This design comes from an exercise in tuning for small area, a short achievable clock period and few clock cycles on the open sky130 flow, not from production work.
Function was checked by simulation only, so behaviour that the tests miss may differ from the original.
Power figures rest on the tool's default switching activity, not on a simulated workload.

==> flow/design.v <==
module bce_core (
    input  wire        clk,
    input  wire        rst,           
    input  wire        start,         
    output wire        ready,         
    output wire        done,          
    output wire [1:0]  ev_kind,       
    output wire        mem_req,
    output wire        mem_we,
    output wire [11:0] mem_addr,
    output wire [15:0] mem_wdata,
    input  wire        mem_gnt,
    input  wire [15:0] mem_rdata,     
    input  wire        io_inpr_we,    
    input  wire [7:0]  io_inpr,
    input  wire        io_fgi_set,    
    input  wire        io_fgo_set,    
    output wire [15:0] ac,
    output wire [11:0] pc,
    output wire        e,
    output wire        carry,
    output wire        stop,
    output wire        ien,
    output wire        fgi,
    output wire        fgo,
    output wire [7:0]  outr
);
    localparam [2:0] OP_AND = 3'd0, OP_ADD = 3'd1, OP_LDA = 3'd2, OP_STA = 3'd3,
                     OP_BUN = 3'd4, OP_BSA = 3'd5, OP_ISZ = 3'd6;
    reg [15:0] ac_r;
    reg [11:0] pc_r;
    reg [7:0]  inpr_r, outr_r;
    reg        e_r, carry_r, stop_r, ien_r, fgi_r, fgo_r;
    reg        s_f1;      
    reg        s_ind;     
    reg        s_op;      
    reg        s_wr;      
    reg        done_r;    
    reg        pc_fix;    
    reg        ev_int;    
    reg        iv;        
    reg [2:0]  op_r;      
    reg [11:0] ar_r;      
    reg [15:0] dr_r;      
    wire s_idle = ~(s_f1 | s_ind | s_op | s_wr);
    wire op_and = (op_r == OP_AND);
    wire op_add = (op_r == OP_ADD);
    wire op_lda = (op_r == OP_LDA);
    wire op_sta = (op_r == OP_STA);
    wire op_bun = (op_r == OP_BUN);
    wire op_bsa = (op_r == OP_BSA);
    wire op_isz = (op_r == OP_ISZ);
    wire [15:0] w      = mem_rdata;
    wire        w_i    = w[15];
    wire        w_rr   = &w[14:12];
    wire [11:0] w_code = w[11:0];
    wire        w_bun  = ~w[15] &  w[14] & ~w[13] & ~w[12];
    wire        w_sta  = ~w[15] & ~w[14] &  w[13] &  w[12];
    wire        w_bsa  = ~w[15] &  w[14] & ~w[13] &  w[12];
    wire [3:0] gz, go;    
    genvar g;
    generate
        for (g = 0; g < 4; g = g + 1) begin : oh
            wire [2:0] b = w_code[3*g +: 3];
            assign gz[g] = ~(b[0] | b[1] | b[2]);
            assign go[g] = b[0] & ~b[1] & ~b[2] | ~b[0] & b[1] & ~b[2] | ~b[0] & ~b[1] & b[2];
        end
    endgenerate
    wire legal_io = gz[0] & gz[1] & (go[2] & gz[3] | gz[2] & go[3]);
    wire legal_rr = go[0] & gz[1] & gz[2] & gz[3] | gz[0] & go[1] & gz[2] & gz[3] |
                    gz[0] & gz[1] & go[2] & gz[3] | gz[0] & gz[1] & gz[2] & go[3];
    wire w_legal  = w_i ? legal_io : legal_rr;
    wire [11:0] pc1    = pc_r + 12'd1;
    wire [11:0] pc2    = {pc_r[11:1] + 11'd1, pc_r[0]};
    wire        ac_z   = ~|ac_r;
    wire        int_go = ien_r & (fgi_r | fgo_r);
    wire        f1_run = s_f1 & ~stop_r;
    wire        f1_int = f1_run & int_go;             
    wire        f1_go  = f1_run & ~int_go & iv;       
    wire        f1_nw  = f1_run & ~int_go & ~iv;      
    wire [16:0] inc    = {1'b0, ac_r} + 17'd1;                   
    wire [16:0] sum    = {1'b0, ac_r} + {1'b0, mem_rdata};       
    wire r_ = ~w_i;
    wire skip = r_  & (w_code[4] & ~ac_r[15] | w_code[3] & ac_r[15] |
                       w_code[2] & ac_z      | w_code[1] & ~e_r) |
                w_i & (w_code[9] & fgi_r | w_code[8] & fgo_r);
    wire rr_keep = w_i ? ~w_code[11]
                       : ~(w_code[11] | w_code[9] | w_code[7] | w_code[6] | w_code[5]);
    wire [15:0] rr_ac =
        ({16{rr_keep}}               & ac_r) |
        ({16{r_ & w_code[9]}}        & ~ac_r) |
        ({16{r_ & w_code[7]}}        & {e_r, ac_r[15:1]}) |
        ({16{r_ & w_code[6]}}        & {ac_r[14:0], e_r}) |
        ({16{r_ & w_code[5]}}        & inc[15:0]) |
        ({16{w_i & w_code[11]}}      & {ac_r[15:8], inpr_r});
    wire rr_e_keep = w_i | ~(w_code[10] | w_code[8] | w_code[7] | w_code[6] | w_code[5]);
    wire rr_e = rr_e_keep & e_r |
                r_ & (w_code[8] & ~e_r | w_code[7] & ac_r[0] | w_code[6] & ac_r[15] |
                      w_code[5] & inc[16]);
    wire rr_carry = (r_ & w_code[5]) ? inc[16] : carry_r;
    wire rr_stop  = stop_r | r_ & w_code[0];
    wire rr_ien   = w_i & w_code[7] | ien_r & ~(w_i & w_code[6]);
    wire rr_fgi   = fgi_r & ~(w_i & w_code[11]);
    wire rr_fgo   = fgo_r & ~(w_i & w_code[10]);
    wire rr_out   = w_i & w_code[10];
    wire a_rr   = f1_go & w_rr & w_legal;           
    wire a_flt  = f1_go & w_rr & ~w_legal;          
    wire a_bun  = f1_go & w_bun;                    
    wire a_ind  = f1_go & w_i & ~w_rr;              
    wire a_wr   = f1_go & (w_sta | w_bsa);          
    wire a_rd   = f1_go & ~w_i & ~w_rr & ~w_sta & ~w_bsa & ~w_bun;   
    wire f1_halt = s_f1 & stop_r;
    wire ind_ok  = s_ind & iv;
    wire op_ok   = s_op & iv;
    wire ind_bun = ind_ok & op_bun;
    wire ind_wr  = ind_ok & (op_sta | op_bsa);
    wire ind_rd  = ind_ok & ~op_bun & ~op_sta & ~op_bsa;
    wire op_fast = op_ok & (op_and | op_lda);        
    wire op_addr = op_ok & op_add;                  
    wire op_isw  = op_ok & op_isz;                  
    wire c_done  = f1_halt | a_rr | a_bun | ind_bun | op_fast;
    assign done    = done_r | c_done;
    assign ready   = s_idle | c_done;
    assign ev_kind = s_idle ? {stop_r, ev_int} : {f1_halt, f1_halt};    
    wire [15:0] rd1 = mem_rdata + 16'd1;    
    wire sel_w  = f1_go & ~w_rr | ind_ok;
    wire sel_p1 = f1_go & w_rr & ~skip | s_idle & pc_fix | op_fast;
    wire sel_p2 = f1_go & w_rr & skip;
    wire sel_ar = s_ind & ~iv | s_op & ~op_fast & ~op_addr | s_wr;
    wire sel_pc = s_idle & ~pc_fix | f1_halt | f1_nw | op_addr;
    wire [11:0] addr_c = ({12{sel_w}}  & w_code) |
                         ({12{sel_p1}} & pc1) |
                         ({12{sel_p2}} & pc2) |
                         ({12{sel_ar}} & ar_r) |
                         ({12{sel_pc}} & pc_r);       
    wire we_c = f1_int | a_wr | ind_wr | op_isw | s_wr;
    wire wd_ac = f1_go & w[13] | s_ind & op_sta;
    wire wd_p1 = f1_go & ~w[13] | s_ind & ~op_sta;
    wire wd_pc = f1_int;
    wire [15:0] wdata_c = ({16{s_op}} & rd1) |
                          ({16{wd_ac}} & ac_r) |
                          ({16{wd_p1}} & {4'h0, pc1}) |
                          ({16{wd_pc}} & {4'h0, pc_r}) |
                          ({16{s_wr}}  & dr_r);
    assign mem_req   = 1'b1;           
    assign mem_we    = we_c;
    assign mem_addr  = addr_c;
    assign mem_wdata = wdata_c;
    wire rrsel = s_f1 & ~stop_r & w[13];    
    wire [15:0] ac_o    = s_op ? (op_and ? (ac_r & mem_rdata) : mem_rdata) :
                          rrsel ? rr_ac : ac_r;
    wire        e_o     = rrsel ? rr_e     : e_r;
    wire        carry_o = rrsel ? rr_carry : carry_r;
    wire        stop_o  = rrsel ? rr_stop  : stop_r;
    wire        ien_o   = rrsel ? rr_ien   : ien_r;
    wire        fgi_o   = rrsel ? rr_fgi   : fgi_r;
    wire        fgo_o   = rrsel ? rr_fgo   : fgo_r;
    wire [7:0]  outr_o  = (rrsel & rr_out) ? ac_r[7:0] : outr_r;
    assign ac    = ac_o;
    assign pc    = addr_c;
    assign e     = e_o;
    assign carry = carry_o;
    assign stop  = stop_o;
    assign ien   = ien_o;
    assign fgi   = fgi_o;
    assign fgo   = fgo_o;
    assign outr  = outr_o;
    wire g_ = mem_gnt;
    wire pc_ld_w  = a_bun | ind_bun | (a_wr & w_bsa | ind_wr & op_bsa) & g_;
    wire pc_ld_a  = a_rr;
    wire pc_ld_1  = a_flt | (a_wr & w_sta | ind_wr & op_sta) & g_ | op_fast | op_addr |
                    op_isw & g_ & ~(&mem_rdata) | s_idle & pc_fix |
                    s_wr & g_ & (op_sta | op_isz & (|dr_r));
    wire pc_ld_2  = op_isw & g_ & (&mem_rdata) | s_wr & g_ & op_isz & ~(|dr_r);
    wire pc_ld_ar = s_wr & g_ & op_bsa;
    wire pc_ld_i  = f1_int & g_;
    wire [11:0] pc_n = ({12{pc_ld_w}}  & w_code) |
                       ({12{pc_ld_a}}  & addr_c) |
                       ({12{pc_ld_1}}  & pc1) |
                       ({12{pc_ld_2}}  & pc2) |
                       ({12{pc_ld_ar}} & ar_r) |
                       {11'h000, pc_ld_i};
    wire pc_en = pc_ld_w | pc_ld_a | pc_ld_1 | pc_ld_2 | pc_ld_ar | pc_ld_i;
    wire ac_en = a_rr | op_fast | op_addr;
    wire go_next = start & ready;
    always @(posedge clk) begin
        iv    <= g_ & ~we_c;
        dr_r  <= wdata_c;        
        ev_int <= f1_int;
        if (f1_go) op_r <= w[14:12];
        if (f1_go | ind_ok) ar_r <= w_code;
        if (rst) begin
            s_f1    <= 1'b0;
            s_ind   <= 1'b0;
            s_op    <= 1'b0;
            s_wr    <= 1'b0;
            done_r  <= 1'b0;
            pc_fix  <= 1'b0;
            ac_r    <= 16'h0000;
            pc_r    <= 12'h000;
            inpr_r  <= 8'h00;
            outr_r  <= 8'h00;
            e_r     <= 1'b0;
            carry_r <= 1'b0;
            stop_r  <= 1'b0;
            ien_r   <= 1'b0;
            fgi_r   <= 1'b0;
            fgo_r   <= 1'b0;
        end else begin
            s_f1   <= go_next | f1_nw | f1_int & ~g_;
            s_ind  <= a_ind | s_ind & ~iv;
            s_op   <= a_rd | ind_rd | s_op & ~iv;
            s_wr   <= (a_wr | ind_wr | op_isw | s_wr) & ~g_;
            done_r <= (f1_int | a_wr | ind_wr | op_isw | s_wr) & g_ | a_flt | op_addr;
            pc_fix <= (a_wr & w_bsa | ind_wr & op_bsa | s_wr & op_bsa) & g_ | pc_fix & ~s_idle;
            if (pc_en) pc_r <= pc_n;
            if (ac_en) ac_r <= op_addr ? sum[15:0] : ac_o;
            if (a_rr | op_addr) begin
                carry_r <= op_addr ? sum[16] : carry_o;
                e_r     <= op_addr ? sum[16] : e_o;
            end
            if (a_rr) begin
                ien_r  <= ien_o;
                outr_r <= outr_o;
            end
            if (pc_ld_i) ien_r <= 1'b0;
            stop_r <= (a_rr ? stop_o : stop_r) | a_flt;
            fgi_r  <= (a_rr ? fgi_o : fgi_r) | ready & io_fgi_set;
            fgo_r  <= (a_rr ? fgo_o : fgo_r) | ready & io_fgo_set;
            if (ready & io_inpr_we) inpr_r <= io_inpr;
        end
    end
endmodule
export LEC_CHECK = 0
export CAP_MARGIN = 20
export CORE_MARGIN = 2
export CORE_UTILIZATION = 40
export CTS_BUF_LIST = sky130_fd_sc_hd__clkbuf_8
export SETUP_SLACK_MARGIN = 1.15
export SLEW_MARGIN = 20
create_clock -name core_clock -period 5.0 [get_ports {clk}]
standard.sh (not shown) runs the stock make flow with config.mk's settings and CLKGATE_MAP_FILE= SYNTH_SCRIPT=/design/flow/synth_recipe.tcl, a recipe that flattens the netlist after the stock synthesis.
==> flow/flow/run.sh <==
#!/bin/bash
# Layout flow: the standard ORFS flow (standard.sh, run whole) with two changes:
#  1. the port buffers are sky130_fd_sc_hd__buf_2 instead of the slow delay cell
#     that buffer_ports picks by default (every port still gets its buffer);
#  2. ABC maps the logic with the mapping steps of ORFS's speed script only
#     (flow/abc_speed.script: no ABC buffering or sizing against its 5 ps target;
#     OpenROAD's repair sizes the gates in the layout).
# Registers, their names and cell types are those of the standard synthesis.
set -euo pipefail
here=$(pwd)
rm -rf "$here/scripts_x"
cp -r "$FLOW_HOME/scripts" "$here/scripts_x"
cp "$here/flow/abc_speed.script" "$here/scripts_x/abc_speed.script"
export SCRIPTS_DIR="$here/scripts_x"
export BUFFER_PORTS_ARGS="-buffer_cell sky130_fd_sc_hd__buf_2"
bash standard.sh > standard_flow.log 2>&1
==> flow/flow/abc_speed.script <==
&get -n
&st
&dch
&nf
&st
&syn2
&if -g -K 6
&synch2
&nf
&put
topo
Testbench counts at the start, summed over its fixed seeds: cycles 135,199.
==> next run, changes <==
--- a/flow/design.v
+++ b/flow/design.v
@@ -189,5 +189,5 @@
         ev_int <= f1_int;
         if (f1_go) op_r <= w[14:12];
-        if (f1_go | ind_ok) ar_r <= w_code;
+        ar_r  <= addr_c;         
         if (rst) begin
             s_f1    <= 1'b0;
Result: The changed run produced a clean layout. Hold slack got worse by 0.017 ns. Setup slack got worse by 0.046 ns. Sequential power fell by about 2%. Via count rose by 0.89%. Cell area fell by about 0.9%. Final cell count rose by about 2%.
Testbench counts after the change, summed over its fixed seeds: cycles 135,199.

## what the ideal ports hide
The flow's constraints put no driver on any port. The routed layouts listed below were extracted and timed again, unchanged, in two steps.
Step 1 (the two cells are an assumption about what drives the block):
set clk [get_ports {clk}]
set_driving_cell -lib_cell sky130_fd_sc_hd__clkbuf_16 $clk
set_driving_cell -lib_cell sky130_fd_sc_hd__buf_2 [delete_from_list [all_inputs] $clk]
Step 2, shift: input delay + t, output delay - t, t = (earliest + latest rising clock arrival at the registers) / 2. This alone moves slack from input paths to output paths.
a / b / c = ideal ports / drivers / drivers and shift; a / b = the first two.
run | shift t [ns] | setup slack, ns | worst setup path at the end | latest minus earliest clock arrival (ns) | slew at the worst register clock pin (ns)
the first run | 0.436 | 1.213 / 1.179 / 0.926 | input to register | 0.016 / 0.017 | 0.10 / 0.10
the second run | 0.431 | 1.167 / 1.129 / 1.112 | input to register | 0.015 / 0.015 | 0.11 / 0.11
After both steps every run listed still meets setup and hold. For the first run, which loses most, drivers alone change the setup slack by -0.034 ns; drivers and shift together by -0.287 ns.
